From an optimization exercise on the open Yosys and OpenROAD flow, aimed at small area, a short achievable clock period and few clock cycles per item; shortcuts taken in it are not production practice.
The RTL of this run was laid out without a check of its function.

**config.mk**
```make
export PLATFORM = sky130hd
export DESIGN_NAME = bm_select
export DESIGN_NICKNAME = bm_select
export VERILOG_FILES = /design/flow/design.v
export SDC_FILE = /design/flow/constraint.sdc
export NUM_CORES = 4
export LEC_CHECK = 0
export CAP_MARGIN = 20
export CORE_MARGIN = 2
export CORE_UTILIZATION = 40
export SLEW_MARGIN = 20
```
**constraint.sdc**
```tcl
create_clock -name core_clock -period 12.0 [get_ports {clk}]
set_input_delay 2.4000 -clock core_clock [delete_from_list [all_inputs] [get_ports {clk}]]
set_output_delay 2.4000 -clock core_clock [all_outputs]
set_load 0.01 [all_outputs]
```
**design.v**
```verilog
module bm_select (
    input  wire        clk,
    input  wire        rst,
    input  wire [11:0] cfg_dmin,    
    input  wire [31:0] cfg_tex,     
    input  wire [31:0] cfg_uniq,    
    input  wire        cfg_sp,      
    input  wire        s_valid,
    output wire        s_ready,
    input  wire [32:0] s_cost,      
    input  wire        s_eval,      
    input  wire        s_last,      
    input  wire [32:0] s_text,      
    output wire        m_valid,
    input  wire        m_ready,
    output wire [15:0] m_disp
);
    localparam MAXD = 64;
    localparam KW   = 6;            
    localparam [2:0] S_LOAD = 3'd0,
                     S_SCAN = 3'd1,
                     S_PREP = 3'd2,
                     S_DIV  = 3'd3,
                     S_CALC = 3'd4,
                     S_OUT  = 3'd5;
    reg  [2:0]    state;
    reg  [32:0]   cost_mem [0:MAXD-1];
    reg           eval_mem [0:MAXD-1];
    reg  [KW-1:0] cnt;              
    reg  [KW-1:0] last_idx;         
    reg  [KW-1:0] idx;              
    reg           found;
    reg  [32:0]   smin;
    reg  [KW-1:0] kbest;
    reg           has2;
    reg  [32:0]   second;
    reg           a_ok, b_ok;
    reg  [32:0]   cost_a, cost_b;
    reg  signed [11:0] dmin_r;
    reg  [31:0]   tex_r;
    reg  [31:0]   uniq_r;
    reg           sp_r;
    reg  [32:0]   text_r;
    reg           uok_r;            
    reg           xneg_r;           
    reg           zoff_r;           
    reg  [39:0]   rem;              
    reg  [39:0]   dsh;              
    reg  [3:0]    qbits;            
    reg  [1:0]    dstep;
    reg  [15:0]   disp_r;
    assign s_ready = (state == S_LOAD);
    assign m_valid = (state == S_OUT);
    assign m_disp  = disp_r;
    wire s_fire = s_valid && s_ready;
    wire [32:0]   scan_cost = cost_mem[idx];
    wire          scan_eval = eval_mem[idx];
    wire [KW:0]   kdist      = (idx > kbest) ? ({1'b0, idx} - {1'b0, kbest})
                                            : ({1'b0, kbest} - {1'b0, idx});
    wire          scan_far  = scan_eval && (kdist >= 2);
    wire [39:0] lhs   = second * 40'd100;
    wire [32:0] u100  = {1'b0, uniq_r} + 33'd100;
    wire [65:0] rhs   = u100 * smin;
    wire unique_ok    = !has2 || ({26'd0, lhs} > rhs);
    wire        sub_ok = sp_r && a_ok && b_ok;
    wire signed [34:0] num = $signed({2'b00, cost_a}) - $signed({2'b00, cost_b});
    wire        [34:0] den = {2'b00, cost_a} + {2'b00, cost_b} - {1'b0, smin, 1'b0};
    wire signed [39:0] xnum = ($signed({{5{num[34]}}, num}) <<< 4) + $signed({5'd0, den});
    wire        [39:0] dvs  = {4'd0, den, 1'b0};           
    wire        [39:0] pnum = xnum[39] ? (dvs - 40'd1 - xnum) : xnum;
    wire        dge  = (rem >= dsh);
    wire signed [12:0] dmin_x  = {dmin_r[11], dmin_r};
    wire signed [12:0] dstar   = dmin_x + $signed({7'd0, kbest});
    wire texture_ok = (text_r >= {1'b0, tex_r});
    wire [4:0]  qmag = {1'b0, qbits};
    wire signed [4:0] off = zoff_r ? 5'sd0
                          : (xneg_r ? -$signed(qmag) : $signed(qmag));
    wire        pix_valid = found && texture_ok && uok_r;
    wire signed [15:0] dstar_w = {{3{dstar[12]}}, dstar};
    wire signed [15:0] sent_w  = {{3{dmin_x[12]}}, dmin_x} - 16'sd1;
    wire signed [15:0] value   = pix_valid
        ? (sp_r ? ((dstar_w <<< 4) + {{11{off[4]}}, off}) : dstar_w)
        : (sp_r ? (sent_w <<< 4) : sent_w);
    always @(posedge clk) begin
        if (s_fire) begin
            cost_mem[cnt] <= s_cost;
            eval_mem[cnt] <= s_eval;
        end
    end
    always @(posedge clk) begin
        if (rst) begin
            state <= S_LOAD;
            cnt   <= {KW{1'b0}};
            found <= 1'b0;
        end else begin
            case (state)
                S_LOAD: begin
                    if (s_fire) begin
                        cnt <= cnt + 1'b1;
                        if (s_eval && (!found || s_cost < smin)) begin
                            found <= 1'b1;
                            smin  <= s_cost;
                            kbest <= cnt;
                        end
                        if (s_last) begin
                            last_idx <= cnt;
                            dmin_r   <= cfg_dmin;
                            tex_r    <= cfg_tex;
                            uniq_r   <= cfg_uniq;
                            sp_r     <= cfg_sp;
                            text_r   <= s_text;
                            idx      <= {KW{1'b0}};
                            has2     <= 1'b0;
                            a_ok     <= 1'b0;
                            b_ok     <= 1'b0;
                            state    <= S_SCAN;
                        end
                    end
                end
                S_SCAN: begin
                    if (scan_far && (!has2 || scan_cost < second)) begin
                        has2   <= 1'b1;
                        second <= scan_cost;
                    end
                    if ({1'b0, idx} + 1'b1 == {1'b0, kbest}) begin
                        a_ok   <= scan_eval;
                        cost_a <= scan_cost;
                    end
                    if ({1'b0, idx} == {1'b0, kbest} + 1'b1) begin
                        b_ok   <= scan_eval;
                        cost_b <= scan_cost;
                    end
                    idx <= idx + 1'b1;
                    if (idx == last_idx)
                        state <= S_PREP;
                end
                S_PREP: begin
                    uok_r  <= unique_ok;
                    xneg_r <= xnum[39];
                    zoff_r <= !sub_ok || (den == 35'd0);
                    rem    <= pnum;
                    dsh    <= dvs << 3;
                    qbits  <= 4'd0;
                    dstep  <= 2'd0;
                    state  <= S_DIV;
                end
                S_DIV: begin
                    if (dge)
                        rem <= rem - dsh;
                    qbits <= {qbits[2:0], dge};
                    dsh   <= dsh >> 1;
                    dstep <= dstep + 1'b1;
                    if (dstep == 2'd3)
                        state <= S_CALC;
                end
                S_CALC: begin
                    disp_r <= value;
                    state  <= S_OUT;
                end
                S_OUT: begin
                    if (m_ready) begin
                        cnt   <= {KW{1'b0}};
                        found <= 1'b0;
                        state <= S_LOAD;
                    end
                end
                default: begin
                    cnt   <= {KW{1'b0}};
                    found <= 1'b0;
                    state <= S_LOAD;
                end
            endcase
        end
    end
endmodule
```
**run.sh**
```bash
#!/bin/bash
# synth_recipe.tcl (not shown) runs the flow's synth.tcl, then flattens the netlist and writes it again
# the make line also repeats each setting of config.mk as NAME=value (left out here)
make -C /OpenROAD-flow-scripts/flow DESIGN_CONFIG=/design/flow/config.mk WORK_HOME=/design/flow/orfs CLKGATE_MAP_FILE= SYNTH_SCRIPT=/design/flow/synth_recipe.tcl finish
```
==> run notes <==
[routing by layer]
layer / GRT usage (%) / wire length, um / vias up
li1: - / - / 38950
met1: 31.92 / 184500 / 48380
met3: 4.150 / 34070 / 638
met2: 37.52 / 209200 / 3532
met5: 0 / 25 / -
met4: 6.275 / 12870 / 4
[cell type report]
class,count,area [um^2],share of cell area (%)
Sequential cell,2559,76700,45.42
Multi-Input combinational cell,6270,67540,40.00
Clock buffer,344,7311,4.329
Tap cell,4994,6248,3.700
Inverter,1453,5455,3.231
Timing Repair Buffer,504,4238,2.510
Clock inverter,141,1318,0.7802
Antenna cell,19,47.55,0.02816
[what timing repair did]
| action | in CTS | in global routing |
|---|---|---|
| resized for setup | 2 | 36 |
| buffers inserted | 0 | 16 |
| pin swaps | 0 | 1 |
| setup endpoints to repair | 1 | 1 |
| hold endpoints to repair | 0 | 0 |
[through the flow]
step                setup slack, ns  std cells  instance area [um^2]   TNS, ns
floorplan                     1.432      10720                150500         0
global placement             0.1583      15760                159800         0
detailed placement           0.1301      15760                159900         0
CTS                          0.1113      16250                168500         0
global route               -0.02607      16270                168800  -0.02607
finish                       0.4471      16280                168900         0
[kinds of logic (layout without fill, tap and decap cells)]
group,Yosys count,after routing,synth area share [%]
AOI/OAI and AO/OA,1164,1164,4.906
xor gates and xnor gates,357,357,2.088
adders and majority gates,1739,1739,19.58
buffers and inverters,1894,2442,4.763
DFF,2559,2559,50.97
muxes,748,748,10.91
other,0,19,0
and+or+nand+nor,2262,2262,6.791
[state kept, by name, summed over array words and instances (netlist names), 39 cells and up, named ones only]
signal / count
cost_mem: 2112
dsh: 39
rem: 40
eval_mem: 64
[layout by cell type, fill, tap and decap left out, types with 26 or more instances in the layout]
master           synthesis  final
xnor2_1                225    203
nand3_1                 97     95
ha_1                   714    713
a21o_1                 138    138
or3_1                   37     36
nand2_1                719    719
clkdlybuf4s50_1          0    132
clkinv_2                 0     35
and2_1                 209    209
o21a_1                  57     57
buf_4                    0    319
nor2b_1                 39     39
buf_2                   17     34
o21ai_0                240    235
a211oi_1                45     44
nor3_1                  70     65
nand2b_1                69     69
o211ai_1                26     26
xor2_1                 130    122
edfxtp_1              2543   2543
and3_1                  39     36
mux4_2                 712    712
nor2_1                 821    751
nand4_1                 71     71
nor2_4                   0     67
inv_1                 1444   1442
o21bai_1                48     48
a21oi_1                382    377
fa_1                  1025   1025
clkbuf_1               365     61
clkinv_1                 8     56
clkbuf_16                0    283
a31oi_1                 32     32
[path summary, 6_finish.rpt]
check	from	endpoint	depth (start not counted)
setup / recovery	uniq_r[15]	uok_r	40
hold / removal	state[2]	state[1]	1
setup reg to reg	uniq_r[15]	uok_r	40
hold reg to reg	state[2]	state[1]	1
==> Flow_metrics.wiki <==
{| class="wikitable"
! Metric !! Value
|-
| Floorplan die area || 0.3811 mm^2
|-
| Mapped Nets || 12610
|-
| Clk_skew || 0.1001 ns
|-
| Synth unique cells || 106
|-
| Longest Clk Path Bufs || 4
|-
| Most frequent cell on the critical path || fa_1
|-
| Worst setup path category || reg2reg
|-
| Vert. Die Dim || 617.3 um
|-
| CTS buffer count || 276
|-
| Clock tree root buffer cell || clkbuf_16
|-
| Hold Slack || 0.5147 ns
|-
| Starting Density || 40.12%
|-
| Register area share after synthesis || 50.97%
|-
| Top-count cell post-synth || edfxtp_1
|-
| Max Transition Viols Final || 0
|-
| Maximum number of pins on one net before global-route repair || 112
|-
| Number of hold violations in the final report || 0
|-
| Hold Crit Class || reg2reg
|-
| Floorplan Core Area || 0.3750 mm^2
|-
| IO Port Bufs || 166
|-
| Placement Rows || 225
|-
| Relative max-transition margin || 17.07%
|-
| Final period utilization || 96.27%
|-
| Cell with the largest stage delay on the worst path || fa_1
|-
| Number of filler cells placed in the layout || 33110
|-
| Time the final worst path needs with I/O delays and setup || 11.55 ns
|-
| Via count of the first global-routing pass || 94440
|-
| Pre-antenna DRT Iters || 8
|-
| Final weighted congestion in routability-driven placement || 0.9414
|-
| X dimension of the die || 617.3 um
|-
| WP data arrival || 12.24 ns
|-
| Largest fanout on the critical path || 8
|-
| Final nets || 12950
|-
| EDFF count, synth || 2543
|-
| Most common library cells after synthesis || edfxtp_1, inv_1, fa_1
|-
| Max capacitance violation total || 0
|-
| Via Count || 91500
|-
| Max Fclk || 0.08656 GHz
|-
| Slew at the pin closest to its max-slew limit || 1.243 ns
|-
| Buf+Inv Stages, Crit Path || 6
|-
| Mean Syn Cell Area || 14.03 um^2
|-
| Synth top area cells || edfxtp_1, fa_1, mux4_2, ha_1, inv_1
|-
| Cells after Synth || 10720
|-
| Post-route DRC || 0
|-
| Number of antenna violations at the first check in global routing || 44
|-
| Reg clk slew, reported paths || 0.06 ns
|-
| Fraction of synthesized cell area taken by the top area cell type || 50.75%
|-
| Number of synthesized register bits || 2559
|-
| Synth-to-layout area growth || 12.23%
|-
| Top delay family on crit path || adder cells
|-
| Global-route wire length before repair || 646.4 mm
|-
| Final Setup Violations || 0
|-
| Count of H-tree levels built during CTS || 5
|-
| Total congestion overflow || 0
|-
| Overall global routing resource usage || 23.07%
|-
| Critical path capture point type || register
|-
| Number of buffers inserted by hold repair at cts || 0
|-
| Asr flop ratio synth || 0%
|-
| Clock tree from TritonCTS || built
|-
| Main synth FF type || edfxtp_1
|-
| Startpoint kind of the worst setup timing path || register
|-
| Outcome || timing/DRC/antenna clean
|-
| Critical Path Max Stage Delay || 0.57 ns
|-
| Leading area contributor after synthesis || edfxtp_1
|-
| HPWL after detailed placement || 309.2 mm
|-
| Utilization after layout || 45.03%
|-
| R2R Setup Slk || 0.45 ns
|-
| Via density || 5.619
|-
| Clock insertion delay at the later pin of the skew report || 0.95 ns
|-
| Final wirelength || 440.7 mm
|-
| Cell area after synthesis || 0.1505 mm^2
|-
| Number of warnings reported in the yosys synthesis log || 1
|-
| Required time at the endpoint of the critical path || 12.68 ns
|-
| Fraction of final layout cells sized beyond drive strength 1 || 14.72%
|-
| Antenna-violating nets left || 0
|-
| Wire length per cell || 27.06 um
|-
| Count of routing violations after the opening detailed-route iteration || 9379
|-
| Top-Level Pins || 167
|-
| Number of clock sinks || 2559
|}

-- afterwards: timing with drivers on the ports --
How much do the figures lean on ideal ports? The routed layout below was timed once more, with nothing changed but the port constraints.
Step 1 (the two cells are an assumption about what drives the block):
set clk [get_ports {clk}]
set_driving_cell -lib_cell sky130_fd_sc_hd__clkbuf_16 $clk
set_driving_cell -lib_cell sky130_fd_sc_hd__buf_2 [delete_from_list [all_inputs] $clk]
Step 2 also shifts input and output timing later by t, the mid clock arrival at the registers, as if the neighbouring blocks saw the same clock.
Three values: ideal ports, drivers, drivers and shift; two values: the first two.
t, ns: 0.994
setup slack, ns: 0.447 / 0.447 / 0.447
pins driven straight from the clock port: 1
After both steps this run still meets setup and hold. The setup slack of this run moves by 0.000 ns with the drivers and by 0.000 ns with both steps.
